This design comes from an exercise in tuning for small area, a short achievable clock period and few clock cycles per item on the open sky130 flow, not from production work. Function was not checked in any run shown here: the RTL went through the layout flow alone.

$ cat run.sh
#!/bin/bash
# synth_recipe.tcl (not shown) runs the flow's synth.tcl, then flattens the netlist and writes it again
# the make line also repeats each setting of config.mk as NAME=value (left out here)
make -C /OpenROAD-flow-scripts/flow DESIGN_CONFIG=/design/flow/config.mk WORK_HOME=/design/flow/orfs CLKGATE_MAP_FILE= SYNTH_SCRIPT=/design/flow/synth_recipe.tcl finish
$ cat config.mk
export PLATFORM = sky130hd
export DESIGN_NAME = dither_stream
export DESIGN_NICKNAME = dither_stream
export VERILOG_FILES = /design/flow/design.v
export SDC_FILE = /design/flow/constraint.sdc
export NUM_CORES = 4
export LEC_CHECK = 0
export CAP_MARGIN = 20
export CORE_MARGIN = 2
export CORE_UTILIZATION = 40
export SLEW_MARGIN = 20
$ cat constraint.sdc
create_clock -name core_clock -period 32.0 [get_ports {clk}]
set_input_delay 6.4000 -clock core_clock [delete_from_list [all_inputs] [get_ports {clk}]]
set_output_delay 6.4000 -clock core_clock [all_outputs]
set_load 0.01 [all_outputs]
$ cat design.v
module dither_stream (
    input  wire        clk,
    input  wire        rst,
    input  wire        start,
    input  wire        mode,
    input  wire [6:0]  width,
    input  wire [15:0] height,
    output reg         busy,
    input  wire        in_valid,
    output wire        in_ready,
    input  wire [7:0]  in_r,
    input  wire [7:0]  in_g,
    input  wire [7:0]  in_b,
    input  wire [7:0]  in_a,
    output reg         out_valid,
    input  wire        out_ready,
    output wire [7:0]  out_r,
    output wire [7:0]  out_g,
    output wire [7:0]  out_b,
    output wire [7:0]  out_a
);
    reg        mode_r;
    reg [6:0]  w_r;
    reg        w_is1, w_is2, w_ge3;
    reg        sg30, sg16, sg8, sg4, sg2, sg1;    
    wire [6:0] wm1 = w_r - 7'd1;
    wire [6:0] wm2 = w_r - 7'd2;
    wire [6:0] dl  = (w_r >= 7'd3) ? w_r - 7'd3 : 7'd0;
    wire       dl30 = (dl >= 7'd30);
    wire [6:0] dlr = dl30 ? dl - 7'd30 : dl;
    always @(posedge clk) begin
        if (!busy) begin
            mode_r <= mode;
            w_r    <= width;
        end
        w_is1 <= (w_r == 7'd1);
        w_is2 <= (w_r == 7'd2);
        w_ge3 <= (w_r >= 7'd3);
        sg30  <= dl30;
        sg16  <= dlr[4];
        sg8   <= dlr[3];
        sg4   <= dlr[2];
        sg2   <= dlr[1];
        sg1   <= dlr[0];
    end
    reg        in_ready_r;
    reg        in_done;
    reg        ir_v;        
    reg        p_v;         
    reg [2:0]  na;          
    reg [2:0]  nq;          
    assign in_ready = in_ready_r;
    wire take  = in_valid && in_ready_r;
    wire pop   = out_valid && out_ready;
    wire start_ok = !busy && start;
    reg [6:0]  px;
    reg [15:0] rows;        
    reg [1:0]  rsat;        
    wire px_last  = (px == wm1);
    wire row_last = (rows == 16'd1);
    wire is_last   = px_last && row_last;
    wire is_penult = w_is1 ? (rows == 16'd2) : ((px == wm2) && row_last);
    wire take_last = ir_v ? is_penult : is_last;
    wire last_pop = pop && in_done && (na == 3'd1);
    wire busy_n   = start_ok ? 1'b1 : (busy && !last_pop);
    wire done_n   = start_ok ? 1'b0 : (in_done || (take && take_last));
    wire [2:0] na_n = na + {2'b0, take} - {2'b0, pop};
    always @(posedge clk) begin
        if (rst) begin
            busy       <= 1'b0;
            in_ready_r <= 1'b0;
            in_done    <= 1'b0;
            ir_v       <= 1'b0;
            p_v        <= 1'b0;
            na         <= 3'd0;
        end else begin
            busy       <= busy_n;
            in_done    <= done_n;
            in_ready_r <= busy_n && !done_n && (na_n <= 3'd3);
            ir_v       <= take;
            p_v        <= ir_v;
            na         <= na_n;
        end
    end
    always @(posedge clk) begin
        if (!busy) begin
            px   <= 7'd0;
            rows <= height;
            rsat <= 2'd0;
        end else if (ir_v) begin
            if (px_last) begin
                px   <= 7'd0;
                rows <= rows - 16'd1;
                if (!rsat[1]) rsat <= rsat + 2'd1;
            end else begin
                px <= px + 7'd1;
            end
        end
    end
    reg [7:0] ir_r, ir_g, ir_b;
    always @(posedge clk) begin
        ir_r <= in_r;
        ir_g <= in_g;
        ir_b <= in_b;
    end
    reg signed [8:0] h1;
    reg        [7:0] h2;
    wire [7:0] pos0 = p_v ? h1[7:0] : h2;
    reg [7:0] r1a, r2a;
    reg [5:0] r1b, r3a;
    function [10:0] enc;
        input       fs;
        input [7:0] a;
        input [5:0] b;
        reg a16, b16;
        begin
            a16 = (a[5:0] == 6'b010000);
            b16 = (b == 6'b010000);
            if (fs)
                enc = {3'b000, a};
            else if (!a16 && !b16)
                enc = {1'b0, a[4:0], b[4:0]};
            else if (a16)
                enc = {2'b10, 3'b000, b};
            else
                enc = {2'b11, 4'b0000, a[4:0]};
        end
    endfunction
    wire [10:0] head = enc(mode_r, pos0, r3a);
    reg [10:0] s30 [0:29];
    reg [10:0] s16 [0:15];
    reg [10:0] s8  [0:7];
    reg [10:0] s4  [0:3];
    reg [10:0] s2  [0:1];
    reg [10:0] s1;
    wire [10:0] y30 = sg30 ? s30[29] : head;
    wire [10:0] y16 = sg16 ? s16[15] : y30;
    wire [10:0] y8  = sg8  ? s8[7]   : y16;
    wire [10:0] y4  = sg4  ? s4[3]   : y8;
    wire [10:0] y2  = sg2  ? s2[1]   : y4;
    wire [10:0] lo  = sg1  ? s1      : y2;
    integer i;
    always @(posedge clk) begin
        if (ir_v) begin
            s30[0] <= head;
            for (i = 1; i < 30; i = i + 1) s30[i] <= s30[i-1];
            s16[0] <= y30;
            for (i = 1; i < 16; i = i + 1) s16[i] <= s16[i-1];
            s8[0] <= y16;
            for (i = 1; i < 8; i = i + 1) s8[i] <= s8[i-1];
            s4[0] <= y8;
            for (i = 1; i < 4; i = i + 1) s4[i] <= s4[i-1];
            s2[0] <= y4;
            s2[1] <= s2[0];
            s1 <= y2;
        end
    end
    wire [5:0] lo_a6 = lo[10] ? (lo[9] ? {lo[4], lo[4:0]} : 6'b010000)
                              : {lo[9], lo[9:5]};
    wire [5:0] lo_b6 = lo[10] ? (lo[9] ? 6'b010000 : lo[5:0])
                              : {lo[4], lo[4:0]};
    wire [7:0] lo_a  = mode_r ? lo[7:0] : {{2{lo_a6[5]}}, lo_a6};
    always @(posedge clk) begin
        if (ir_v) begin
            r1a <= lo_a;
            r1b <= lo_b6;
            r2a <= r1a;
            r3a <= r2a[5:0];
        end
    end
    wire has_up  = (rsat != 2'd0);
    wire has_up2 = rsat[1];
    wire has_l1  = (px != 7'd0);
    wire has_l2  = (px[6:1] != 6'd0);
    wire has_r1  = !px_last;
    wire [7:0] c_upr = lo_a;
    wire [7:0] c_up  = w_is2 ? lo_a : r1a;
    wire [7:0] c_upl = w_is2 ? r1a  : r2a;
    wire [5:0] c_up2 = w_is1 ? pos0[5:0] : (w_is2 ? r2a[5:0] : r1b);
    wire [7:0] c_l2  = pos0;
    wire m_upl = has_up && has_l1;
    wire m_up  = has_up && !w_is1;
    wire m_upr = has_up && has_r1 && w_ge3;
    function signed [8:0] val;
        input       fs;
        input [7:0] c;
        begin
            if (fs) val = {c[7] & (c[6:0] != 7'd0), c};
            else    val = {c[7], c};
        end
    endfunction
    wire signed [8:0] e_upl = val(mode_r, c_upl);
    wire signed [8:0] e_up  = val(mode_r, c_up);
    wire signed [8:0] e_upr = val(mode_r, c_upr);
    wire signed [10:0] p5 = (e_up <<< 2) + e_up;
    wire signed [10:0] p3 = (e_upr <<< 1) + e_upr;
    wire [6:0] a1 = (m_upl ? c_upl[6:0] : 7'd0) + (has_up2 ? {c_up2[5], c_up2} : 7'd0);
    wire [6:0] a2 = (m_up  ? c_up[6:0]  : 7'd0) + (has_l2 ? c_l2[6:0] : 7'd0);
    wire [6:0] a3 = (m_upr ? c_upr[6:0] : 7'd0);
    wire [6:0] q1 = mode_r ? (m_upl ? {{2{e_upl[8]}}, e_upl[8:4]} : 7'd0) : a1;
    wire [6:0] q2 = mode_r ? (m_up  ? p5[10:4] : 7'd0) : a2;
    wire [6:0] q3 = mode_r ? (m_upr ? p3[10:4] : 7'd0) : a3;
    wire k1 = mode_r && m_upl && (e_upl[3:0] != 4'd0);
    wire k2 = mode_r && m_up  && (e_up[3:0]  != 4'd0);
    wire k3 = mode_r && m_upr && (e_upr[3:0] != 4'd0);
    function [7:0] pchain;
        input [7:0] c;
        input [6:0] q1, q2, q3;
        input       k1, k2, k3;
        reg [9:0] s1, s2, s3;
        reg       i1, i2, i3, z1, z2;
        begin
            s1 = {2'b00, c} + {{3{q1[6]}}, q1};
            i1 = s1[9] & k1;
            z1 = i1 & (s1[7:0] == 8'hff);
            s2 = {2'b00, s1[7:0]} + {{3{q2[6]}}, q2} + {9'd0, i1};
            i2 = (z1 ? q2[6] : s2[9]) & k2;
            z2 = i2 & (s2[7:0] == 8'hff);
            s3 = {2'b00, s2[7:0]} + {{3{q3[6]}}, q3} + {9'd0, i2};
            i3 = (z2 ? q3[6] : s3[9]) & k3;
            pchain = s3[7:0] + {7'd0, i3};
        end
    endfunction
    wire [7:0] pv_r = pchain(ir_r, q1, q2, q3, k1, k2, k3);
    wire [7:0] pv_g = pchain(ir_g, q1, q2, q3, k1, k2, k3);
    wire [7:0] pv_b = pchain(ir_b, q1, q2, q3, k1, k2, k3);
    wire f_l  = has_l1;
    wire f_u1 = !has_l1 && has_up && w_is1;
    wire f_u2 = !has_l1 && has_up && w_is2;
    wire f_on = f_l || f_u1 || f_u2;
    reg [7:0] v_r, v_g, v_b;
    reg       fx1, fx2, fx3, fx4, fy, fyn, fc;
    always @(posedge clk) begin
        v_r <= pv_r;
        v_g <= pv_g;
        v_b <= pv_b;
        fx1 <= mode_r && f_u2;            
        fx2 <= mode_r && f_u1;            
        fx3 <= mode_r && f_l;             
        fx4 <= !mode_r && f_on;           
        fy  <= mode_r && (f_u1 || f_u2);  
        fyn <= mode_r && f_l;             
        fc  <= mode_r && f_on;
    end
    wire [13:0] fe14 = {{5{h1[8]}}, h1};
    wire [13:0] xs = ({14{fx1}} & (fe14 << 1)) | ({14{fx2}} & (fe14 << 2))
                   | ({14{fx3}} & (fe14 << 3)) | ({14{fx4}} & (fe14 << 4));
    wire [13:0] ys = ({14{fy}} & fe14) | ({14{fyn}} & ~fe14);
    wire        fcor = fc && (h1[3:0] != 4'd0);
    function [13:0] t16;
        input [7:0]  v;
        input [13:0] x, y;
        input        ci;
        reg   [13:0] a, s, c;
        begin
            a = {2'b00, v, 4'b0000};
            s = a ^ x ^ y;
            c = (a & x) | (a & y) | (x & y);
            t16 = s + {c[12:0], ci};
        end
    endfunction
    wire [13:0] t_r = t16(v_r, xs, ys, fyn);
    wire [13:0] t_g = t16(v_g, xs, ys, fyn);
    wire [13:0] t_b = t16(v_b, xs, ys, fyn);
    wire [7:0]  c_r = t_r[11:4] + {7'd0, t_r[13] & fcor};
    wire [7:0]  c_g = t_g[11:4] + {7'd0, t_g[13] & fcor};
    wire [7:0]  c_b = t_b[11:4] + {7'd0, t_b[13] & fcor};
    wire lt1 = c_r[6] ^ ~c_r[4];
    wire lt2 = c_r[6] & ~c_r[4];
    wire lt3 = c_r[7] ^ ~c_r[5];
    wire lt4 = c_r[7] & ~c_r[5];
    wire lt5 = ~c_r[6] ^ ~c_r[4] ^ c_r[2];
    wire lt6 = (~c_r[6] & ~c_r[4]) | (~c_r[6] & c_r[2]) | (~c_r[4] & c_r[2]);
    wire lt7 = ~c_g[7] ^ ~c_g[5];
    wire lt8 = ~c_g[7] & ~c_g[5];
    wire lt9 = ~c_r[7] ^ ~c_r[5] ^ c_r[3];
    wire lt10 = (~c_r[7] & ~c_r[5]) | (~c_r[7] & c_r[3]) | (~c_r[5] & c_r[3]);
    wire lt11 = c_r[0] ^ ~c_g[6] ^ c_g[4];
    wire lt12 = (c_r[0] & ~c_g[6]) | (c_r[0] & c_g[4]) | (~c_g[6] & c_g[4]);
    wire lt13 = ~c_r[6] ^ c_r[4] ^ c_r[1];
    wire lt14 = (~c_r[6] & c_r[4]) | (~c_r[6] & c_r[1]) | (c_r[4] & c_r[1]);
    wire lt15 = ~c_g[7] ^ c_g[5];
    wire lt16 = ~c_g[7] & c_g[5];
    wire lt17 = ~c_r[7] ^ c_r[5] ^ c_r[2];
    wire lt18 = (~c_r[7] & c_r[5]) | (~c_r[7] & c_r[2]) | (c_r[5] & c_r[2]);
    wire lt19 = c_r[6] ^ c_r[3] ^ ~c_r[0];
    wire lt20 = (c_r[6] & c_r[3]) | (c_r[6] & ~c_r[0]) | (c_r[3] & ~c_r[0]);
    wire lt21 = c_r[7] ^ c_r[4] ^ ~c_r[1];
    wire lt22 = (c_r[7] & c_r[4]) | (c_r[7] & ~c_r[1]) | (c_r[4] & ~c_r[1]);
    wire lt23 = c_g[5] ^ ~c_g[2];
    wire lt24 = c_g[5] & ~c_g[2];
    wire lt25 = c_r[5] ^ ~c_r[2] ^ c_r[0];
    wire lt26 = (c_r[5] & ~c_r[2]) | (c_r[5] & c_r[0]) | (~c_r[2] & c_r[0]);
    wire lt27 = c_g[6] ^ ~c_g[3];
    wire lt28 = c_g[6] & ~c_g[3];
    wire lt29 = c_r[6] ^ ~c_r[3] ^ c_r[1];
    wire lt30 = (c_r[6] & ~c_r[3]) | (c_r[6] & c_r[1]) | (~c_r[3] & c_r[1]);
    wire lt31 = c_g[7] ^ ~c_g[4] ^ ~c_g[2];
    wire lt32 = (c_g[7] & ~c_g[4]) | (c_g[7] & ~c_g[2]) | (~c_g[4] & ~c_g[2]);
    wire lt33 = c_g[0] ^ c_b[7];
    wire lt34 = c_g[0] & c_b[7];
    wire lt35 = c_r[7] ^ ~c_r[4] ^ c_r[2];
    wire lt36 = (c_r[7] & ~c_r[4]) | (c_r[7] & c_r[2]) | (~c_r[4] & c_r[2]);
    wire lt37 = c_r[0] ^ ~c_g[5] ^ ~c_g[3];
    wire lt38 = (c_r[0] & ~c_g[5]) | (c_r[0] & ~c_g[3]) | (~c_g[5] & ~c_g[3]);
    wire lt39 = c_g[1] ^ c_b[6];
    wire lt40 = c_g[1] & c_b[6];
    wire lt41 = ~c_r[5] ^ c_r[3] ^ c_r[1];
    wire lt42 = (~c_r[5] & c_r[3]) | (~c_r[5] & c_r[1]) | (c_r[3] & c_r[1]);
    wire lt43 = ~c_g[6] ^ ~c_g[4] ^ c_g[2];
    wire lt44 = (~c_g[6] & ~c_g[4]) | (~c_g[6] & c_g[2]) | (~c_g[4] & c_g[2]);
    wire lt45 = ~c_r[6] ^ c_r[4] ^ c_r[2];
    wire lt46 = (~c_r[6] & c_r[4]) | (~c_r[6] & c_r[2]) | (c_r[4] & c_r[2]);
    wire lt47 = ~c_r[7] ^ c_r[5];
    wire lt48 = ~c_r[7] & c_r[5];
    wire lt49 = c_r[5] ^ ~c_r[3] ^ ~c_r[1];
    wire lt50 = (c_r[5] & ~c_r[3]) | (c_r[5] & ~c_r[1]) | (~c_r[3] & ~c_r[1]);
    wire lt51 = ~c_r[2] ^ c_r[0] ^ ~c_g[5];
    wire lt52 = (~c_r[2] & c_r[0]) | (~c_r[2] & ~c_g[5]) | (c_r[0] & ~c_g[5]);
    wire lt53 = ~c_g[3] ^ c_g[1] ^ ~c_b[4];
    wire lt54 = (~c_g[3] & c_g[1]) | (~c_g[3] & ~c_b[4]) | (c_g[1] & ~c_b[4]);
    wire lt55 = ~c_r[3] ^ c_r[1] ^ ~c_g[6];
    wire lt56 = (~c_r[3] & c_r[1]) | (~c_r[3] & ~c_g[6]) | (c_r[1] & ~c_g[6]);
    wire lt57 = ~c_g[4] ^ c_g[2] ^ ~c_b[5];
    wire lt58 = (~c_g[4] & c_g[2]) | (~c_g[4] & ~c_b[5]) | (c_g[2] & ~c_b[5]);
    wire lt59 = ~c_b[1] ^ lt3;
    wire lt60 = ~c_b[1] & lt3;
    wire lt61 = c_g[3] ^ c_g[0] ^ ~c_b[6];
    wire lt62 = (c_g[3] & c_g[0]) | (c_g[3] & ~c_b[6]) | (c_g[0] & ~c_b[6]);
    wire lt63 = ~c_b[2] ^ c_b[0] ^ 1'b1;
    wire lt64 = (~c_b[2] & c_b[0]) | (~c_b[2] & 1'b1) | (c_b[0] & 1'b1);
    wire lt65 = lt5 ^ lt7 ^ lt4;
    wire lt66 = (lt5 & lt7) | (lt5 & lt4) | (lt7 & lt4);
    wire lt67 = c_g[1] ^ ~c_b[7] ^ ~c_b[3];
    wire lt68 = (c_g[1] & ~c_b[7]) | (c_g[1] & ~c_b[3]) | (~c_b[7] & ~c_b[3]);
    wire lt69 = c_b[1] ^ 1'b1 ^ lt9;
    wire lt70 = (c_b[1] & 1'b1) | (c_b[1] & lt9) | (1'b1 & lt9);
    wire lt71 = lt11 ^ lt6 ^ lt8;
    wire lt72 = (lt11 & lt6) | (lt11 & lt8) | (lt6 & lt8);
    wire lt73 = c_g[2] ^ ~c_b[4] ^ c_b[2];
    wire lt74 = (c_g[2] & ~c_b[4]) | (c_g[2] & c_b[2]) | (~c_b[4] & c_b[2]);
    wire lt75 = c_b[0] ^ 1'b1 ^ lt13;
    wire lt76 = (c_b[0] & 1'b1) | (c_b[0] & lt13) | (1'b1 & lt13);
    wire lt77 = lt15 ^ lt10 ^ lt12;
    wire lt78 = (lt15 & lt10) | (lt15 & lt12) | (lt10 & lt12);
    wire lt79 = c_g[6] ^ c_g[3] ^ ~c_g[0];
    wire lt80 = (c_g[6] & c_g[3]) | (c_g[6] & ~c_g[0]) | (c_g[3] & ~c_g[0]);
    wire lt81 = ~c_b[5] ^ c_b[3] ^ c_b[1];
    wire lt82 = (~c_b[5] & c_b[3]) | (~c_b[5] & c_b[1]) | (c_b[3] & c_b[1]);
    wire lt83 = lt17 ^ lt14 ^ lt16;
    wire lt84 = (lt17 & lt14) | (lt17 & lt16) | (lt14 & lt16);
    wire lt85 = c_g[7] ^ c_g[4] ^ ~c_g[1];
    wire lt86 = (c_g[7] & c_g[4]) | (c_g[7] & ~c_g[1]) | (c_g[4] & ~c_g[1]);
    wire lt87 = ~c_b[6] ^ c_b[4] ^ c_b[2];
    wire lt88 = (~c_b[6] & c_b[4]) | (~c_b[6] & c_b[2]) | (c_b[4] & c_b[2]);
    wire lt89 = ~c_b[0] ^ lt19 ^ lt18;
    wire lt90 = (~c_b[0] & lt19) | (~c_b[0] & lt18) | (lt19 & lt18);
    wire lt91 = ~c_g[0] ^ ~c_b[7] ^ c_b[5];
    wire lt92 = (~c_g[0] & ~c_b[7]) | (~c_g[0] & c_b[5]) | (~c_b[7] & c_b[5]);
    wire lt93 = c_b[3] ^ ~c_b[1] ^ 1'b1;
    wire lt94 = (c_b[3] & ~c_b[1]) | (c_b[3] & 1'b1) | (~c_b[1] & 1'b1);
    wire lt95 = lt21 ^ lt23 ^ lt20;
    wire lt96 = (lt21 & lt23) | (lt21 & lt20) | (lt23 & lt20);
    wire lt97 = ~c_g[1] ^ c_b[6] ^ c_b[4];
    wire lt98 = (~c_g[1] & c_b[6]) | (~c_g[1] & c_b[4]) | (c_b[6] & c_b[4]);
    wire lt99 = ~c_b[2] ^ 1'b1 ^ lt25;
    wire lt100 = (~c_b[2] & 1'b1) | (~c_b[2] & lt25) | (1'b1 & lt25);
    wire lt101 = lt27 ^ lt22 ^ lt24;
    wire lt102 = (lt27 & lt22) | (lt27 & lt24) | (lt22 & lt24);
    wire lt103 = c_b[5] ^ ~c_b[3] ^ c_b[0];
    wire lt104 = (c_b[5] & ~c_b[3]) | (c_b[5] & c_b[0]) | (~c_b[3] & c_b[0]);
    wire lt105 = 1'b1 ^ lt29 ^ lt31;
    wire lt106 = (1'b1 & lt29) | (1'b1 & lt31) | (lt29 & lt31);
    wire lt107 = lt33 ^ lt26 ^ lt28;
    wire lt108 = (lt33 & lt26) | (lt33 & lt28) | (lt26 & lt28);
    wire lt109 = ~c_b[4] ^ c_b[1] ^ 1'b1;
    wire lt110 = (~c_b[4] & c_b[1]) | (~c_b[4] & 1'b1) | (c_b[1] & 1'b1);
    wire lt111 = lt35 ^ lt37 ^ lt39;
    wire lt112 = (lt35 & lt37) | (lt35 & lt39) | (lt37 & lt39);
    wire lt113 = lt30 ^ lt32 ^ lt34;
    wire lt114 = (lt30 & lt32) | (lt30 & lt34) | (lt32 & lt34);
    wire lt115 = c_g[0] ^ c_b[7] ^ ~c_b[5];
    wire lt116 = (c_g[0] & c_b[7]) | (c_g[0] & ~c_b[5]) | (c_b[7] & ~c_b[5]);
    wire lt117 = c_b[2] ^ lt41 ^ lt43;
    wire lt118 = (c_b[2] & lt41) | (c_b[2] & lt43) | (lt41 & lt43);
    wire lt119 = lt36 ^ lt38 ^ lt40;
    wire lt120 = (lt36 & lt38) | (lt36 & lt40) | (lt38 & lt40);
    wire lt121 = ~c_g[7] ^ ~c_g[5] ^ c_g[3];
    wire lt122 = (~c_g[7] & ~c_g[5]) | (~c_g[7] & c_g[3]) | (~c_g[5] & c_g[3]);
    wire lt123 = c_g[1] ^ ~c_b[6] ^ c_b[3];
    wire lt124 = (c_g[1] & ~c_b[6]) | (c_g[1] & c_b[3]) | (~c_b[6] & c_b[3]);
    wire lt125 = lt45 ^ lt42 ^ lt44;
    wire lt126 = (lt45 & lt42) | (lt45 & lt44) | (lt42 & lt44);
    wire lt127 = c_r[3] ^ ~c_g[6] ^ c_g[4];
    wire lt128 = (c_r[3] & ~c_g[6]) | (c_r[3] & c_g[4]) | (~c_g[6] & c_g[4]);
    wire lt129 = c_g[2] ^ ~c_b[7] ^ c_b[4];
    wire lt130 = (c_g[2] & ~c_b[7]) | (c_g[2] & c_b[4]) | (~c_b[7] & c_b[4]);
    wire lt131 = 1'b1 ^ lt47 ^ lt46;
    wire lt132 = (1'b1 & lt47) | (1'b1 & lt46) | (lt47 & lt46);
    wire lt133 = c_r[6] ^ c_r[4] ^ ~c_g[7];
    wire lt134 = (c_r[6] & c_r[4]) | (c_r[6] & ~c_g[7]) | (c_r[4] & ~c_g[7]);
    wire lt135 = c_g[5] ^ c_g[3] ^ c_b[5];
    wire lt136 = (c_g[5] & c_g[3]) | (c_g[5] & c_b[5]) | (c_g[3] & c_b[5]);
    wire lt137 = 1'b1 ^ lt48;
    wire lt138 = 1'b1 & lt48;
    wire lt139 = c_r[7] ^ c_r[5] ^ c_g[6];
    wire lt140 = (c_r[7] & c_r[5]) | (c_r[7] & c_g[6]) | (c_r[5] & c_g[6]);
    wire lt141 = c_g[4] ^ c_b[6];
    wire lt142 = c_g[4] & c_b[6];
    wire lt143 = c_r[2] ^ ~c_r[0];
    wire lt144 = c_r[2] & ~c_r[0];
    wire lt145 = c_r[3] ^ ~c_r[1] ^ ~c_g[2];
    wire lt146 = (c_r[3] & ~c_r[1]) | (c_r[3] & ~c_g[2]) | (~c_r[1] & ~c_g[2]);
    wire lt147 = c_r[4] ^ ~c_r[2] ^ ~c_r[0];
    wire lt148 = (c_r[4] & ~c_r[2]) | (c_r[4] & ~c_r[0]) | (~c_r[2] & ~c_r[0]);
    wire lt149 = ~c_g[3] ^ ~c_g[1];
    wire lt150 = ~c_g[3] & ~c_g[1];
    wire lt151 = ~c_g[4] ^ ~c_g[2] ^ c_g[0];
    wire lt152 = (~c_g[4] & ~c_g[2]) | (~c_g[4] & c_g[0]) | (~c_g[2] & c_g[0]);
    wire lt153 = ~c_b[3] ^ 1'b1 ^ lt49;
    wire lt154 = (~c_b[3] & 1'b1) | (~c_b[3] & lt49) | (1'b1 & lt49);
    wire lt155 = ~c_b[0] ^ 1'b1 ^ lt1;
    wire lt156 = (~c_b[0] & 1'b1) | (~c_b[0] & lt1) | (1'b1 & lt1);
    wire lt157 = lt51 ^ lt53 ^ lt50;
    wire lt158 = (lt51 & lt53) | (lt51 & lt50) | (lt53 & lt50);
    wire lt159 = lt2 ^ lt55 ^ lt57;
    wire lt160 = (lt2 & lt55) | (lt2 & lt57) | (lt55 & lt57);
    wire lt161 = lt59 ^ lt52 ^ lt54;
    wire lt162 = (lt59 & lt52) | (lt59 & lt54) | (lt52 & lt54);
    wire lt163 = lt61 ^ lt63 ^ lt65;
    wire lt164 = (lt61 & lt63) | (lt61 & lt65) | (lt63 & lt65);
    wire lt165 = lt56 ^ lt58 ^ lt60;
    wire lt166 = (lt56 & lt58) | (lt56 & lt60) | (lt58 & lt60);
    wire lt167 = lt67 ^ lt69 ^ lt71;
    wire lt168 = (lt67 & lt69) | (lt67 & lt71) | (lt69 & lt71);
    wire lt169 = lt62 ^ lt64 ^ lt66;
    wire lt170 = (lt62 & lt64) | (lt62 & lt66) | (lt64 & lt66);
    wire lt171 = lt73 ^ lt75 ^ lt77;
    wire lt172 = (lt73 & lt75) | (lt73 & lt77) | (lt75 & lt77);
    wire lt173 = lt68 ^ lt70 ^ lt72;
    wire lt174 = (lt68 & lt70) | (lt68 & lt72) | (lt70 & lt72);
    wire lt175 = lt79 ^ lt81 ^ lt83;
    wire lt176 = (lt79 & lt81) | (lt79 & lt83) | (lt81 & lt83);
    wire lt177 = lt74 ^ lt76 ^ lt78;
    wire lt178 = (lt74 & lt76) | (lt74 & lt78) | (lt76 & lt78);
    wire lt179 = lt85 ^ lt87 ^ lt89;
    wire lt180 = (lt85 & lt87) | (lt85 & lt89) | (lt87 & lt89);
    wire lt181 = lt80 ^ lt82 ^ lt84;
    wire lt182 = (lt80 & lt82) | (lt80 & lt84) | (lt82 & lt84);
    wire lt183 = lt91 ^ lt93 ^ lt95;
    wire lt184 = (lt91 & lt93) | (lt91 & lt95) | (lt93 & lt95);
    wire lt185 = lt86 ^ lt88 ^ lt90;
    wire lt186 = (lt86 & lt88) | (lt86 & lt90) | (lt88 & lt90);
    wire lt187 = lt97 ^ lt99 ^ lt101;
    wire lt188 = (lt97 & lt99) | (lt97 & lt101) | (lt99 & lt101);
    wire lt189 = lt92 ^ lt94 ^ lt96;
    wire lt190 = (lt92 & lt94) | (lt92 & lt96) | (lt94 & lt96);
    wire lt191 = lt103 ^ lt105 ^ lt107;
    wire lt192 = (lt103 & lt105) | (lt103 & lt107) | (lt105 & lt107);
    wire lt193 = lt98 ^ lt100 ^ lt102;
    wire lt194 = (lt98 & lt100) | (lt98 & lt102) | (lt100 & lt102);
    wire lt195 = lt109 ^ lt111 ^ lt113;
    wire lt196 = (lt109 & lt111) | (lt109 & lt113) | (lt111 & lt113);
    wire lt197 = lt104 ^ lt106 ^ lt108;
    wire lt198 = (lt104 & lt106) | (lt104 & lt108) | (lt106 & lt108);
    wire lt199 = lt115 ^ lt117 ^ lt119;
    wire lt200 = (lt115 & lt117) | (lt115 & lt119) | (lt117 & lt119);
    wire lt201 = lt110 ^ lt112 ^ lt114;
    wire lt202 = (lt110 & lt112) | (lt110 & lt114) | (lt112 & lt114);
    wire lt203 = lt121 ^ lt123 ^ lt125;
    wire lt204 = (lt121 & lt123) | (lt121 & lt125) | (lt123 & lt125);
    wire lt205 = lt116 ^ lt118 ^ lt120;
    wire lt206 = (lt116 & lt118) | (lt116 & lt120) | (lt118 & lt120);
    wire lt207 = lt127 ^ lt129 ^ lt131;
    wire lt208 = (lt127 & lt129) | (lt127 & lt131) | (lt129 & lt131);
    wire lt209 = lt122 ^ lt124 ^ lt126;
    wire lt210 = (lt122 & lt124) | (lt122 & lt126) | (lt124 & lt126);
    wire lt211 = lt133 ^ lt135 ^ lt137;
    wire lt212 = (lt133 & lt135) | (lt133 & lt137) | (lt135 & lt137);
    wire lt213 = lt128 ^ lt130 ^ lt132;
    wire lt214 = (lt128 & lt130) | (lt128 & lt132) | (lt130 & lt132);
    wire lt215 = 1'b1 ^ lt139 ^ lt141;
    wire lt216 = (1'b1 & lt139) | (1'b1 & lt141) | (lt139 & lt141);
    wire lt217 = lt134 ^ lt136 ^ lt138;
    wire lt218 = (lt134 & lt136) | (lt134 & lt138) | (lt136 & lt138);
    wire lt219 = c_r[6] ^ c_g[7] ^ c_g[5];
    wire lt220 = (c_r[6] & c_g[7]) | (c_r[6] & c_g[5]) | (c_g[7] & c_g[5]);
    wire lt221 = c_b[7] ^ lt140 ^ lt142;
    wire lt222 = (c_b[7] & lt140) | (c_b[7] & lt142) | (lt140 & lt142);
    wire lt223 = c_r[7] ^ c_g[6];
    wire lt224 = c_r[7] & c_g[6];
    wire lt225 = ~c_g[1] ^ ~c_b[0];
    wire lt226 = ~c_g[1] & ~c_b[0];
    wire lt227 = ~c_g[0] ^ ~c_b[1] ^ lt145;
    wire lt228 = (~c_g[0] & ~c_b[1]) | (~c_g[0] & lt145) | (~c_b[1] & lt145);
    wire lt229 = ~c_b[2] ^ lt147 ^ lt149;
    wire lt230 = (~c_b[2] & lt147) | (~c_b[2] & lt149) | (lt147 & lt149);
    wire lt231 = lt151 ^ lt153 ^ lt148;
    wire lt232 = (lt151 & lt153) | (lt151 & lt148) | (lt153 & lt148);
    wire lt233 = lt155 ^ lt157 ^ lt152;
    wire lt234 = (lt155 & lt157) | (lt155 & lt152) | (lt157 & lt152);
    wire lt235 = lt159 ^ lt161 ^ lt156;
    wire lt236 = (lt159 & lt161) | (lt159 & lt156) | (lt161 & lt156);
    wire lt237 = lt163 ^ lt165 ^ lt160;
    wire lt238 = (lt163 & lt165) | (lt163 & lt160) | (lt165 & lt160);
    wire lt239 = lt167 ^ lt169 ^ lt164;
    wire lt240 = (lt167 & lt169) | (lt167 & lt164) | (lt169 & lt164);
    wire lt241 = lt171 ^ lt173 ^ lt168;
    wire lt242 = (lt171 & lt173) | (lt171 & lt168) | (lt173 & lt168);
    wire lt243 = lt175 ^ lt177 ^ lt172;
    wire lt244 = (lt175 & lt177) | (lt175 & lt172) | (lt177 & lt172);
    wire lt245 = lt179 ^ lt181 ^ lt176;
    wire lt246 = (lt179 & lt181) | (lt179 & lt176) | (lt181 & lt176);
    wire lt247 = lt183 ^ lt185 ^ lt180;
    wire lt248 = (lt183 & lt185) | (lt183 & lt180) | (lt185 & lt180);
    wire lt249 = lt187 ^ lt189 ^ lt184;
    wire lt250 = (lt187 & lt189) | (lt187 & lt184) | (lt189 & lt184);
    wire lt251 = lt191 ^ lt193 ^ lt188;
    wire lt252 = (lt191 & lt193) | (lt191 & lt188) | (lt193 & lt188);
    wire lt253 = lt195 ^ lt197 ^ lt192;
    wire lt254 = (lt195 & lt197) | (lt195 & lt192) | (lt197 & lt192);
    wire lt255 = lt199 ^ lt201 ^ lt196;
    wire lt256 = (lt199 & lt201) | (lt199 & lt196) | (lt201 & lt196);
    wire lt257 = lt203 ^ lt205 ^ lt200;
    wire lt258 = (lt203 & lt205) | (lt203 & lt200) | (lt205 & lt200);
    wire lt259 = lt207 ^ lt209 ^ lt204;
    wire lt260 = (lt207 & lt209) | (lt207 & lt204) | (lt209 & lt204);
    wire lt261 = lt211 ^ lt213 ^ lt208;
    wire lt262 = (lt211 & lt213) | (lt211 & lt208) | (lt213 & lt208);
    wire lt263 = lt215 ^ lt217 ^ lt212;
    wire lt264 = (lt215 & lt217) | (lt215 & lt212) | (lt217 & lt212);
    wire lt265 = lt219 ^ lt221 ^ lt216;
    wire lt266 = (lt219 & lt221) | (lt219 & lt216) | (lt221 & lt216);
    wire lt267 = 1'b1 ^ lt223 ^ lt220;
    wire lt268 = (1'b1 & lt223) | (1'b1 & lt220) | (lt223 & lt220);
    wire lt269 = c_g[7] ^ 1'b1;
    wire lt270 = c_g[7] & 1'b1;
    wire lt271 = 1'b1 ^ lt143;
    wire lt272 = 1'b1 & lt143;
    wire lt273 = lt144 ^ lt227 ^ lt226;
    wire lt274 = (lt144 & lt227) | (lt144 & lt226) | (lt227 & lt226);
    wire lt275 = lt146 ^ lt229 ^ lt228;
    wire lt276 = (lt146 & lt229) | (lt146 & lt228) | (lt229 & lt228);
    wire lt277 = lt150 ^ lt231 ^ lt230;
    wire lt278 = (lt150 & lt231) | (lt150 & lt230) | (lt231 & lt230);
    wire lt279 = lt154 ^ lt233 ^ lt232;
    wire lt280 = (lt154 & lt233) | (lt154 & lt232) | (lt233 & lt232);
    wire lt281 = lt158 ^ lt235 ^ lt234;
    wire lt282 = (lt158 & lt235) | (lt158 & lt234) | (lt235 & lt234);
    wire lt283 = lt162 ^ lt237 ^ lt236;
    wire lt284 = (lt162 & lt237) | (lt162 & lt236) | (lt237 & lt236);
    wire lt285 = lt166 ^ lt239 ^ lt238;
    wire lt286 = (lt166 & lt239) | (lt166 & lt238) | (lt239 & lt238);
    wire lt287 = lt170 ^ lt241 ^ lt240;
    wire lt288 = (lt170 & lt241) | (lt170 & lt240) | (lt241 & lt240);
    wire lt289 = lt174 ^ lt243 ^ lt242;
    wire lt290 = (lt174 & lt243) | (lt174 & lt242) | (lt243 & lt242);
    wire lt291 = lt178 ^ lt245 ^ lt244;
    wire lt292 = (lt178 & lt245) | (lt178 & lt244) | (lt245 & lt244);
    wire lt293 = lt182 ^ lt247 ^ lt246;
    wire lt294 = (lt182 & lt247) | (lt182 & lt246) | (lt247 & lt246);
    wire lt295 = lt186 ^ lt249 ^ lt248;
    wire lt296 = (lt186 & lt249) | (lt186 & lt248) | (lt249 & lt248);
    wire lt297 = lt190 ^ lt251 ^ lt250;
    wire lt298 = (lt190 & lt251) | (lt190 & lt250) | (lt251 & lt250);
    wire lt299 = lt194 ^ lt253 ^ lt252;
    wire lt300 = (lt194 & lt253) | (lt194 & lt252) | (lt253 & lt252);
    wire lt301 = lt198 ^ lt255 ^ lt254;
    wire lt302 = (lt198 & lt255) | (lt198 & lt254) | (lt255 & lt254);
    wire lt303 = lt202 ^ lt257 ^ lt256;
    wire lt304 = (lt202 & lt257) | (lt202 & lt256) | (lt257 & lt256);
    wire lt305 = lt206 ^ lt259 ^ lt258;
    wire lt306 = (lt206 & lt259) | (lt206 & lt258) | (lt259 & lt258);
    wire lt307 = lt210 ^ lt261 ^ lt260;
    wire lt308 = (lt210 & lt261) | (lt210 & lt260) | (lt261 & lt260);
    wire lt309 = lt214 ^ lt263 ^ lt262;
    wire lt310 = (lt214 & lt263) | (lt214 & lt262) | (lt263 & lt262);
    wire lt311 = lt218 ^ lt265 ^ lt264;
    wire lt312 = (lt218 & lt265) | (lt218 & lt264) | (lt265 & lt264);
    wire lt313 = lt222 ^ lt267 ^ lt266;
    wire lt314 = (lt222 & lt267) | (lt222 & lt266) | (lt267 & lt266);
    wire lt315 = lt224 ^ lt269 ^ lt268;
    wire lt316 = (lt224 & lt269) | (lt224 & lt268) | (lt269 & lt268);
    wire lt317 = 1'b1 ^ lt270;
    wire lt318 = 1'b1 & lt270;
    wire [25:0] lt_a = {lt317, lt315, lt313, lt311, lt309, lt307, lt305, lt303, lt301, lt299, lt297, lt295, lt293, lt291, lt289, lt287, lt285, lt283, lt281, lt279, lt277, lt275, lt273, lt225, c_r[1], c_r[0]};
    wire [25:0] lt_b = {lt316, lt314, lt312, lt310, lt308, lt306, lt304, lt302, lt300, lt298, lt296, lt294, lt292, lt290, lt288, lt286, lt284, lt282, lt280, lt278, lt276, lt274, lt272, lt271, ~c_g[0], 1'b0};
    wire [25:0] lsum = lt_a + lt_b;
    wire [7:0] gray = lsum[25:18];
    wire       q_hi = gray[7] && (gray[6:0] != 7'd0);
    wire signed [8:0] diff = $signed({1'b0, gray}) - (q_hi ? 9'sd255 : 9'sd0);
    wire signed [8:0] e_n  = mode_r ? diff : (diff >>> 3);
    always @(posedge clk) begin
        if (p_v) begin
            h1 <= e_n;
            h2 <= h1[7:0];
        end
    end
    reg [7:0] qa [0:3];
    reg [3:0] qk;
    wire [2:0] nq_n = nq + {2'b0, p_v} - {2'b0, pop};
    always @(posedge clk) begin
        for (i = 0; i < 4; i = i + 1) begin
            if (take && (pop ? (na == i + 1) : (na == i)))
                qa[i] <= in_a;
            else if (pop)
                qa[i] <= (i < 3) ? qa[(i + 1) % 4] : qa[i];
            if (p_v && (pop ? (nq == i + 1) : (nq == i)))
                qk[i] <= q_hi;
            else if (pop)
                qk[i] <= (i < 3) ? qk[(i + 1) % 4] : qk[i];
        end
    end
    always @(posedge clk) begin
        if (rst) begin
            nq        <= 3'd0;
            out_valid <= 1'b0;
        end else begin
            nq        <= nq_n;
            out_valid <= (nq_n != 3'd0);
        end
    end
    assign out_r = 8'd0;
    assign out_g = qk[0] ? 8'd0 : 8'd255;
    assign out_b = qk[0] ? 8'd0 : 8'd156;
    assign out_a = qa[0];
endmodule
==> summary.md, run 1 <==
| Metric | Value |
|---|---|
| CTS Buffer Depth | 3 |
| Mapped cell area | around 0.042 mm^2 |
| Die area | between 0.1 and 0.15 mm^2 |
| # diodes | 0 |
| Area Growth Syn to Fin | 12.83% |
| Ratio of cells with drive above 1 in the final layout | 0.08469 |
| Initial antenna violation count | 0 |
| Post-synthesis adder-cell area fraction | 0.1440 |
| Setup TNS | 0 ps |
| Critical Path AT | between 10000 and 15000 ps |
| Fmax | just over 70 MHz |
| Max-slew violation count | 0 |
| Largest net degree at the start of global routing | a little over 200 |
| Post-cts resize count | 0 |
| CP max-delay cell | a221oi_1 |
| Status | timing/DRC/antenna clean |
| Yosys top cell area share | 0.5514 |
| Main combinational cell family by area after synthesis | adder cells |
| XOR/XNOR share of the synthesized area | 0.04449 |
| Critical Path Start Type | flip-flop |
| DRT iter0 DRCs | 1665 |
| Clk slew on worst S/H paths | ~60 ps |
| Number of enable flip-flop cells after synthesis | 768 |
| Clk_skew | about 48 ps |
| Final net count | between 3000 and 4000 |
| IO Count | between 90 and 100 |
| Max-cap violations | 0 |
| CP Capture Type | flip-flop |
| Leading area contributor after synthesis | edfxtp_1 |
| Die height | between 300 and 400 um |
| Clk sink count | 860 |
| Worst min-delay path category | flip-flop to flip-flop |
| CTS tree | done |
| WS Path Type | flip-flop to flip-flop |
| Total GRT Usage | 0.1547 |
| Synthesis-stage register bit count | between 800 and 900 |
| Final setup viols | 0 |
| Worst skew pair latency | roughly 670 ps |
| Post-synthesis compound-gate area fraction | 0.08469 |
| Most used cell, CP | fa_1 |
| Synth Area in Simple Gates | 0.06824 |
| Top cells by count, synth | edfxtp_1 (768), inv_1 (334), ha_1 (238) |
| Ys async rst share | 0 |
| Post-DR vias/cell | between 4 and 5 |
| Final Hold Vio Count | 0 |
| DP HPWL | between 50 and 60 mm |
| # DRC | 0 |
| Count of input and output buffers | between 80 and 90 |
| Total core area | about 0.10 mm^2 |
| Area contributors post-synth | edfxtp_1 (55%), fa_1 (7.3%), ha_1 (7.1%), dfxtp_1 (4.4%), inv_1 (3.0%) |
| Unrepaired setup endpoints after global routing | no |
| YS warnings | 7 |
| Mapped Cells | 3063 |
| Drt pass-1 iters | 6 |
| Row cnt | ~120 |
| Most common cell in the netlist | edfxtp_1 |
| Vias in the first global route | between 20000 and 25000 |
| Routability-driven placement congestion ratio | 0.9021 |
| Crit Path Max Fanout | 10 |
| First-pass GRT wire length | 130.3 mm |
| Total CTS buffers | 88 |
| Fin crit share | 0.4321 |
| Post-CTS Hold Fix Bufs | 0 |
| Starting Density | 0.4035 |
| Sequential fraction of the synthesis area | 0.5955 |
| Routed vias | approximately 23000 |
| Setup bufs post-CTS | 0 |
| Routed wire length | around 83 mm |
| Avg Inst Size Synth | about 14 um^2 |
| Count of different cell masters after synthesis | a little under 100 |
| Max stage delay on crit path | 680 ps |
| Mux share of post-synthesis cell area | 0.02196 |
| Primary FF master, synth | edfxtp_1 |
| Wirelength per Cell | roughly 18 um |
| Slew @ Worst Pin | approximately 1100 ps |
| Total gr overflow | 0 |
| Min Tclk post-route | 13830 ps |
| Antenna Nets Post-Route | 0 |
| Root Buffer Master | clkbuf_16 |
| Chip Width | 327.4 um |
| WP data required | ~32000 ps |
| H-tree depth | 3 |
| Slew HR | 0.2850 |
==> per-stage QoR <==
stage,std cells,utilization,hold WS (ps),worst slack (ps),instance area (um^2)
global route,4639,0.4553,396.8,17230,47190
floorplan,3074,-,400.3,14660,41860
CTS,4638,0.4549,388.0,18330,47140
global placement,4477,0.4269,400.4,18690,44240
finish,4639,0.4553,397.5,18170,47190
detailed placement,4477,0.4269,404.5,18380,44240
==> per-layer routing <==
layer / vias to the layer above / wire length [um] / GRT usage
li1: 11190 / - / -
met1: 11300 / 41150 / 0.2311
met2: 482 / 36200 / 0.2327
met3: 123 / 3514 / 0.02210
met4: 0 / 2152 / 0.04856
met5: - / 0 / 0
==> layout by cell type, fill, tap and decap left out, types with 36 or more instances in the layout <==
cell type / Yosys / routed
edfxtp_1: 768 / 768
inv_1: 334 / 334
ha_1: 238 / 238
nor2_1: 171 / 171
fa_1: 152 / 152
a21oi_1: 148 / 148
xnor2_1: 122 / 122
nand2_1: 121 / 121
o21ai_0: 97 / 97
dfxtp_1: 92 / 91
clkbuf_16: 0 / 89
clkdlybuf4s50_1: 0 / 83
xor2_1: 81 / 81
mux2_2: 62 / 62
a21o_1: 50 / 50
nor3_1: 39 / 39
nor2b_1: 37 / 37
nand3_1: 36 / 36
==> cell type report <==
type                    count  area [um^2]
flip-flops and latches    860        24910
fillers                  9271        56460
multi-input cells        1783        15260
clock inverters            51        545.5
repair buffers            117         1122
clock buffers             110         2356
inverters                 338         1269
well taps                1380         1727
==> cells by family (layout without fill, tap and decap cells) <==
kind of cell	after synthesis	after routing
buf+inv	431	616
xor+xnor	207	207
mux	84	84
compound gates	524	524
other cells	1	12
simple gates	566	566
flops	860	860
fa+ha+maj	390	390
==> registers in the layout, indices dropped and copies added (netlist names), 7 cells and up <==
name / count
s30: 330
s16: 176
s8: 88
s4: 44
qa: 32
s2: 22
rows: 16
s1: 11
h1: 9
h2: 8
ir_b: 8
ir_g: 8
ir_r: 8
r1a: 8
r2a: 8
v_b: 8
v_g: 8
v_r: 8
px: 7
w_r: 7
==> worst max-delay path: cells and delay by family (launching register included) <==
kind	cells	cell delay [ps]
compound gates	19	4960
xor+xnor	4	1100
fa+ha+maj	10	4050
buf+inv	5	680
flops	1	540
mux	2	510
simple gates	10	1720
==> path summary, 6_finish.rpt <==
kind         depth (start not counted)             endpoint                start  slack, ps
max                                 50      h1[4]$_DFFE_PP_      h1[5]$_DFFE_PP_      18170
min                                  0  s30[3][2]$_DFFE_PP_  s30[2][2]$_DFFE_PP_        400
max reg2reg                         50      h1[4]$_DFFE_PP_      h1[5]$_DFFE_PP_      18170
min reg2reg                          0  s30[3][2]$_DFFE_PP_  s30[2][2]$_DFFE_PP_        400
==> run 2: changes to the inputs <==
--- a/design.v
+++ b/design.v
@@ -19,15 +19,16 @@
     output wire [7:0]  out_b,
     output wire [7:0]  out_a
 );
+    integer i;
     reg        mode_r;
     reg [6:0]  w_r;
-    reg        w_is1, w_is2, w_ge3;
-    reg        sg30, sg16, sg8, sg4, sg2, sg1;    
+    reg        w_is1, w_is2, w_is3, w_ge3, w_ge4;
+    reg        sg29, sg16, sg8, sg4, sg2, sg1;    
     wire [6:0] wm1 = w_r - 7'd1;
     wire [6:0] wm2 = w_r - 7'd2;
-    wire [6:0] dl  = (w_r >= 7'd3) ? w_r - 7'd3 : 7'd0;
-    wire       dl30 = (dl >= 7'd30);
-    wire [6:0] dlr = dl30 ? dl - 7'd30 : dl;
+    wire [6:0] dl  = (w_r >= 7'd4) ? w_r - 7'd4 : 7'd0;
+    wire       dl29 = (dl >= 7'd29);
+    wire [6:0] dlr = dl29 ? dl - 7'd29 : dl;
     always @(posedge clk) begin
         if (!busy) begin
             mode_r <= mode;
@@ -35,8 +36,10 @@
         end
         w_is1 <= (w_r == 7'd1);
         w_is2 <= (w_r == 7'd2);
+        w_is3 <= (w_r == 7'd3);
         w_ge3 <= (w_r >= 7'd3);
-        sg30  <= dl30;
+        w_ge4 <= (w_r >= 7'd4);
+        sg29  <= dl29;
         sg16  <= dlr[4];
         sg8   <= dlr[3];
         sg4   <= dlr[2];
@@ -103,11 +106,13 @@
         ir_g <= in_g;
         ir_b <= in_b;
     end
-    reg signed [8:0] h1;
-    reg        [7:0] h2;
-    wire [7:0] pos0 = p_v ? h1[7:0] : h2;
-    reg [7:0] r1a, r2a;
-    reg [5:0] r1b, r3a;
+    reg       hq;
+    reg [7:0] hg;
+    reg [7:0] h2;
+    wire [7:0] h1c = mode_r ? hg + {7'd0, hq} : {{2{hg[5]}}, hg[5:0]};
+    wire [7:0] pos0 = p_v ? h1c : h2;
+    reg [7:0] r0a, r1a, r2a;
+    reg [5:0] r0b, r1b, r3a;
     function [10:0] enc;
         input       fs;
         input [7:0] a;
@@ -126,25 +131,25 @@
                 enc = {2'b11, 4'b0000, a[4:0]};
         end
     endfunction
-    wire [10:0] head = enc(mode_r, pos0, r3a);
-    reg [10:0] s30 [0:29];
+    wire [5:0]  bpush = w_is3 ? r2a[5:0] : r3a;
+    wire [10:0] head = enc(mode_r, pos0, bpush);
+    reg [10:0] s29 [0:28];
     reg [10:0] s16 [0:15];
     reg [10:0] s8  [0:7];
     reg [10:0] s4  [0:3];
     reg [10:0] s2  [0:1];
     reg [10:0] s1;
-    wire [10:0] y30 = sg30 ? s30[29] : head;
-    wire [10:0] y16 = sg16 ? s16[15] : y30;
+    wire [10:0] y29 = sg29 ? s29[28] : head;
+    wire [10:0] y16 = sg16 ? s16[15] : y29;
     wire [10:0] y8  = sg8  ? s8[7]   : y16;
     wire [10:0] y4  = sg4  ? s4[3]   : y8;
     wire [10:0] y2  = sg2  ? s2[1]   : y4;
     wire [10:0] lo  = sg1  ? s1      : y2;
-    integer i;
     always @(posedge clk) begin
         if (ir_v) begin
-            s30[0] <= head;
-            for (i = 1; i < 30; i = i + 1) s30[i] <= s30[i-1];
-            s16[0] <= y30;
+            s29[0] <= head;
+            for (i = 1; i < 29; i = i + 1) s29[i] <= s29[i-1];
+            s16[0] <= y29;
             for (i = 1; i < 16; i = i + 1) s16[i] <= s16[i-1];
             s8[0] <= y16;
             for (i = 1; i < 8; i = i + 1) s8[i] <= s8[i-1];
@@ -162,8 +167,10 @@
     wire [7:0] lo_a  = mode_r ? lo[7:0] : {{2{lo_a6[5]}}, lo_a6};
     always @(posedge clk) begin
         if (ir_v) begin
-            r1a <= lo_a;
-            r1b <= lo_b6;
+            r0a <= lo_a;
+            r0b <= lo_b6;
+            r1a <= r0a;
+            r1b <= r0b;
             r2a <= r1a;
             r3a <= r2a[5:0];
         end
@@ -173,10 +180,10 @@
     wire has_l1  = (px != 7'd0);
     wire has_l2  = (px[6:1] != 6'd0);
     wire has_r1  = !px_last;
-    wire [7:0] c_upr = lo_a;
-    wire [7:0] c_up  = w_is2 ? lo_a : r1a;
-    wire [7:0] c_upl = w_is2 ? r1a  : r2a;
-    wire [5:0] c_up2 = w_is1 ? pos0[5:0] : (w_is2 ? r2a[5:0] : r1b);
+    wire [7:0] c_upr = w_is3 ? pos0 : r0a;
+    wire [7:0] c_up  = w_is2 ? pos0 : (w_is3 ? r0a : r1a);
+    wire [7:0] c_upl = w_is2 ? r0a  : (w_is3 ? r1a : r2a);
+    wire [5:0] c_up2 = w_is1 ? pos0[5:0] : w_is2 ? r1a[5:0] : (w_is3 ? r0b : r1b);
     wire [7:0] c_l2  = pos0;
     wire m_upl = has_up && has_l1;
     wire m_up  = has_up && !w_is1;
@@ -238,33 +245,38 @@
         fx2 <= mode_r && f_u1;            
         fx3 <= mode_r && f_l;             
         fx4 <= !mode_r && f_on;           
-        fy  <= mode_r && (f_u1 || f_u2);  
-        fyn <= mode_r && f_l;             
+        fy  <= mode_r && (f_u1 || f_u2);
+        fyn <= mode_r && f_l;
         fc  <= mode_r && f_on;
     end
-    wire [13:0] fe14 = {{5{h1[8]}}, h1};
-    wire [13:0] xs = ({14{fx1}} & (fe14 << 1)) | ({14{fx2}} & (fe14 << 2))
-                   | ({14{fx3}} & (fe14 << 3)) | ({14{fx4}} & (fe14 << 4));
-    wire [13:0] ys = ({14{fy}} & fe14) | ({14{fyn}} & ~fe14);
-    wire        fcor = fc && (h1[3:0] != 4'd0);
-    function [13:0] t16;
+    wire [13:0] g14 = {6'd0, hg};
+    wire [13:0] a14 = {{8{hg[5]}}, hg[5:0]};
+    wire [13:0] xs = ({14{fx1}} & (g14 << 1)) | ({14{fx2}} & (g14 << 2))
+                   | ({14{fx3}} & (g14 << 3)) | ({14{fx4}} & (a14 << 4));
+    wire [13:0] ys = ({14{fy}} & g14) | ({14{fyn}} & ~g14);
+    wire [13:0] cs = ({14{fx1 & hq}} & 14'h3d03)       
+                   | ({14{fx2 & hq}} & 14'h3b05)       
+                   | ({14{fx3 & hq}} & 14'h3908)       
+                   | {13'd0, fx3 & !hq};
+    wire        fcor = fc && (hq ? (hg[3:0] != 4'hf) : (hg[3:0] != 4'h0));
+    function [7:0] fcell;
         input [7:0]  v;
-        input [13:0] x, y;
-        input        ci;
-        reg   [13:0] a, s, c;
+        input [13:0] x, y, z;
+        input        fc;
+        reg   [13:0] a, s1, c1, s2, c2, t;
         begin
-            a = {2'b00, v, 4'b0000};
-            s = a ^ x ^ y;
-            c = (a & x) | (a & y) | (x & y);
-            t16 = s + {c[12:0], ci};
+            a  = {2'b00, v, 4'b0000};
+            s1 = a ^ x ^ y;
+            c1 = ((a & x) | (a & y) | (x & y)) << 1;
+            s2 = s1 ^ c1 ^ z;
+            c2 = ((s1 & c1) | (s1 & z) | (c1 & z)) << 1;
+            t  = s2 + c2;
+            fcell = t[11:4] + {7'd0, t[13] & fc};
         end
     endfunction
-    wire [13:0] t_r = t16(v_r, xs, ys, fyn);
-    wire [13:0] t_g = t16(v_g, xs, ys, fyn);
-    wire [13:0] t_b = t16(v_b, xs, ys, fyn);
-    wire [7:0]  c_r = t_r[11:4] + {7'd0, t_r[13] & fcor};
-    wire [7:0]  c_g = t_g[11:4] + {7'd0, t_g[13] & fcor};
-    wire [7:0]  c_b = t_b[11:4] + {7'd0, t_b[13] & fcor};
+    wire [7:0] c_r = fcell(v_r, xs, ys, cs, fcor);
+    wire [7:0] c_g = fcell(v_g, xs, ys, cs, fcor);
+    wire [7:0] c_b = fcell(v_b, xs, ys, cs, fcor);
     wire lt1 = c_r[6] ^ ~c_r[4];
     wire lt2 = c_r[6] & ~c_r[4];
     wire lt3 = c_r[7] ^ ~c_r[5];
@@ -588,27 +600,28 @@
     wire [25:0] lsum = lt_a + lt_b;
     wire [7:0] gray = lsum[25:18];
     wire       q_hi = gray[7] && (gray[6:0] != 7'd0);
-    wire signed [8:0] diff = $signed({1'b0, gray}) - (q_hi ? 9'sd255 : 9'sd0);
-    wire signed [8:0] e_n  = mode_r ? diff : (diff >>> 3);
+    wire [4:0] g5p = gray[7:3] + {4'd0, gray[2:0] == 3'd7};
+    wire [5:0] e_atk = q_hi ? {g5p != 5'd0, g5p} : {1'b0, gray[7:3]};
     always @(posedge clk) begin
         if (p_v) begin
-            h1 <= e_n;
-            h2 <= h1[7:0];
+            hq <= q_hi;
+            hg <= mode_r ? gray : {2'b00, e_atk};
+            h2 <= h1c;
         end
     end
     reg [7:0] qa [0:3];
-    reg [3:0] qk;
+    reg [3:0] qkn;           
     wire [2:0] nq_n = nq + {2'b0, p_v} - {2'b0, pop};
     always @(posedge clk) begin
         for (i = 0; i < 4; i = i + 1) begin
-            if (take && (pop ? (na == i + 1) : (na == i)))
+            if (pop ? (na == i + 1) : (na == i))
                 qa[i] <= in_a;
             else if (pop)
                 qa[i] <= (i < 3) ? qa[(i + 1) % 4] : qa[i];
             if (p_v && (pop ? (nq == i + 1) : (nq == i)))
-                qk[i] <= q_hi;
+                qkn[i] <= !q_hi;
             else if (pop)
-                qk[i] <= (i < 3) ? qk[(i + 1) % 4] : qk[i];
+                qkn[i] <= (i < 3) ? qkn[(i + 1) % 4] : qkn[i];
         end
     end
     always @(posedge clk) begin
@@ -621,7 +634,7 @@
         end
     end
     assign out_r = 8'd0;
-    assign out_g = qk[0] ? 8'd0 : 8'd255;
-    assign out_b = qk[0] ? 8'd0 : 8'd156;
+    assign out_g = {8{qkn[0]}};
+    assign out_b = {qkn[0], 2'b00, qkn[0], qkn[0], qkn[0], 2'b00};
     assign out_a = qa[0];
 endmodule
==> run 2 against run 1 <==
Compared with the run above: flip-flop and latch count is 4 higher; global-route usage is 0.34 points lower; synthesized cell count is 1.2% higher; count of clock-buffer cells in the layout is 9 lower; synthesized area grew 1.6%; register-to-register slack improved by 340 ps; core utilization fell by 0.099 points; fmax up 2.5%; largest cell class unchanged; highest routed layer unchanged.
==> summary.md, run 2 <==
| Metric | Value |
|---|---|
| DP HPWL | 58.18 mm (-1.1%) |
| Chip Width | 329.9 um (+0.77%) |
| Count of different cell masters after synthesis | 93 (-6.1%) |
| Total gr overflow | 0 (unchanged) |
| CP Capture Type | flip-flop |
| WL met2 | 35.42 mm (-2.1%) |
| DR top layer | met4 |
| Fill cells | 9303 (+0.35%) |
| Critical Path AT | 13860 ps (-330 ps) |
| Setup TNS | 0 ps (unchanged) |
| Max-slew violation count | 0 (unchanged) |
| CTS tree | done |
| Final Hold Vio Count | 0 (unchanged) |
| Most common cell after layout, fill and taps aside | edfxtp_1 |
| Routed wire length | 81.77 mm (-1.5%) |
| WL met3 | 3.341 mm (-4.9%) |
| Critical Path Start Type | flip-flop |
| Ys async rst share | 0 (unchanged) |
| Primary FF master, synth | edfxtp_1 |
| Count of input and output buffers | 83 (unchanged) |
| Routed vias | 23240 (+0.63%) |
| Starting Density | 0.4036 (about the same) |
| Largest net degree at the start of global routing | 185 (-8.4%) |
| Design Area, Final | 0.04782 mm^2 (+1.3%) |
| Initial antenna violation count | 1 (+1) |
| DRT iter0 DRCs | 1798 (+8.0%) |
| Top cells by count, synth | edfxtp_1 (771), inv_1 (352), ha_1 (243) |
| Vias in the first global route | 23070 (+1.0%) |
| Die area | 0.1088 mm^2 (+1.6%) |
| Mapped Cells | 3101 (+1.2%) |
| Max stage delay on crit path | 800 ps (+120 ps) |
| # DRC | 0 (unchanged) |
| Status | timing/DRC/antenna clean |
| Post-cts resize count | 0 (unchanged) |
| Clk_skew | 41.36 ps (-6.284 ps) |
| Antenna Nets Post-Route | 0 (unchanged) |
| Post-DR vias/cell | 4.968 (-0.19%) |
| Drt pass-1 iters | 5 (-1) |
| Row cnt | 119 (+0.85%) |
| Mapped cell area | 0.04248 mm^2 (+1.6%) |
| Slew @ Worst Pin | 1160 ps (+87.08 ps) |
| Clk sink count | 864 (+0.47%) |
| CP max-delay cell | dfxtp_1 |
| Most frequent cells in the layout | edfxtp_1 (771), inv_1 (352), ha_1 (243), fa_1 (174), nor2_1 (172) |
| Most common cell in the netlist | edfxtp_1 |
| Synthesis-stage register bit count | 864 (+0.47%) |
| H-tree depth | 3 (unchanged) |
| Regs by FF count | s29 x319, s16 x176, s8 x88 |
| Max-cap violations | 0 (unchanged) |
| Reg with most FFs | s29 |
| Worst skew pair latency | 660 ps (about the same) |
| Min Tclk post-route | 13490 ps (-337.7 ps) |
| Area contributors post-synth | edfxtp_1 (55%), fa_1 (8.2%), ha_1 (7.2%), dfxtp_1 (4.4%), inv_1 (3.1%) |
| Avg Inst Size Synth | 13.70 um^2 (+0.33%) |
| Final Hold Slack | 398.4 ps (+0.9620 ps) |
| Unrepaired setup endpoints after global routing | no |
| Yosys top cell area share | 0.5450 (-0.006422) |
| DRT met1 WL | 40.74 mm (-1.0%) |
| Post-CTS Hold Fix Bufs | 0 (unchanged) |
| Setup bufs post-CTS | 0 (unchanged) |
| Ratio of cells with drive above 1 in the final layout | 0.08430 (-0.0003915) |
| CTS Buffer Depth | 3 (unchanged) |
| Die height | 329.9 um (+0.77%) |
| Total core area | 0.1053 mm^2 (+1.6%) |
| Most used cell, CP | ha_1 |
| Final net count | 3694 (+1.5%) |
| # diodes | 0 (unchanged) |
| Fmax | 74.12 MHz (+2.5%) |
| First-pass GRT wire length | 128.3 mm (-1.6%) |
| Root Buffer Master | clkbuf_16 |
| IO Count | 96 (unchanged) |
| Worst min-delay path category | flip-flop to flip-flop |
| Leading area contributor after synthesis | edfxtp_1 |
| Area Growth Syn to Fin | 12.57% |
| Total CTS buffers | 85 (-3.4%) |
| WP data required | 32370 ps (about the same) |
| YS warnings | 7 (unchanged) |
| DP Area | 0.04487 mm^2 (+1.4%) |
| Slew HR | 0.2245 (-0.06045) |
| Crit Path Max Fanout | 17 (+7) |
| Routability-driven placement congestion ratio | 0.8847 (-1.9%) |
| Fin crit share | 0.4216 (-0.01055) |
| Clk slew on worst S/H paths | 70 ps (about the same) |
| Number of enable flip-flop cells after synthesis | 771 (+0.39%) |
| Sequential fraction of the synthesis area | 0.5888 (-0.006633) |
| Max reg flops | 319 (-3.3%) |
| WS Path Type | flip-flop to flip-flop |
| Wirelength per Cell | 17.48 um (-2.3%) |
| Total GRT Usage | 0.1513 (-0.003374) |
| Final setup viols | 0 (unchanged) |
## run 2: cell types whose count changed after synthesis, sizes merged, moves of 16 or more
| cell | previous run | this run |
|---|---|---|
| o21ai | 103 | 65 |
| fa | 152 | 174 |
| inv | 335 | 356 |
| xnor2 | 125 | 143 |
| mux2i | 22 | 45 |
| a31oi | 10 | 26 |
## run 2: cell families (layout without fill, tap and decap cells)
kind of cell             after synthesis  after routing  synth area share
AND/OR/NAND/NOR                      569            569           0.06751
flip-flops                           864            864            0.5888
AO/OA/AOI/OAI                        470            470           0.07346
buffers and inverters                454            628           0.04274
other                                  1             12        0.00008828
XOR/XNOR                             210            210           0.04445
adder cells (fa/ha/maj)              420            420            0.1543
multiplexers                         113            113           0.02863
## run 2: cell type report
| class | instances | area (um^2) | area share |
|---|---|---|---|
| Sequential cell | 864 | 25020 | 0.5232 |
| Clock buffer | 101 | 2261 | 0.04728 |
| Multi-Input combinational cell | 1794 | 15710 | 0.3285 |
| Tap cell | 1391 | 1740 | 0.03639 |
| Inverter | 359 | 1348 | 0.02818 |
| Timing Repair Buffer | 112 | 1065 | 0.02227 |
| Clock inverter | 56 | 679.4 | 0.01421 |
## run 2: per-stage QoR
step	utilization	setup slack, ps	cells
finish	0.4543	18510	4677
global placement	0.4262	18620	4520
detailed placement	0.4262	18360	4520
floorplan	-	14670	3112
global route	0.4543	17450	4677
CTS	0.4542	18330	4677
## run 2: worst max-delay path: cells and delay by family, from the launching register on
family,cells,cell delay [ps]
simple gates,10,2240
buf+inv,5,720
compound gates,17,4350
xor+xnor,2,630
flops,1,800
fa+ha+maj,12,4430
## run 2: final timing paths
kind / startpoint / to / slack [ps] / cells past startpoint
setup / recovery: fyn$_DFF_P_ / hg[1]$_DFFE_PP_ / 18510 / 46
hold / removal: s2[0][8]$_DFFE_PP_ / s2[1][8]$_DFFE_PP_ / 400 / 0
setup reg to reg: fyn$_DFF_P_ / hg[1]$_DFFE_PP_ / 18510 / 46
hold reg to reg: s2[0][8]$_DFFE_PP_ / s2[1][8]$_DFFE_PP_ / 400 / 0
## run 2: metal layers
metal | global-route usage | vias to the layer above
met3 | 0.02132 | 130
met4 | 0.05010 | 0
met5 | 0 | -
met2 | 0.2266 | 492
met1 | 0.2264 | 11330
li1 | - | 11290

==> re-timing with driven ports <==
In the flow no input, the clock included, has a driving cell. The finished layouts below were timed again as built, in two steps.
Step 1, drivers: a clkbuf_16 drives clk and a buf_2 each remaining input, both assumed.
Step 2 also shifts input and output timing later by t, the mid clock arrival at the registers, as if the neighbouring blocks saw the same clock.
Three values: no drivers, after step 1, after step 2; two values: the first two.
run | t, ns | setup WS [ns] | worst data-port slew with drivers (ns)
run 1 | 0.705 | 18.171 / 18.171 / 18.171 | 0.08
run 2 | 0.702 | 18.509 / 18.509 / 18.509 | 0.09
After both steps setup and hold are still met in every run listed.
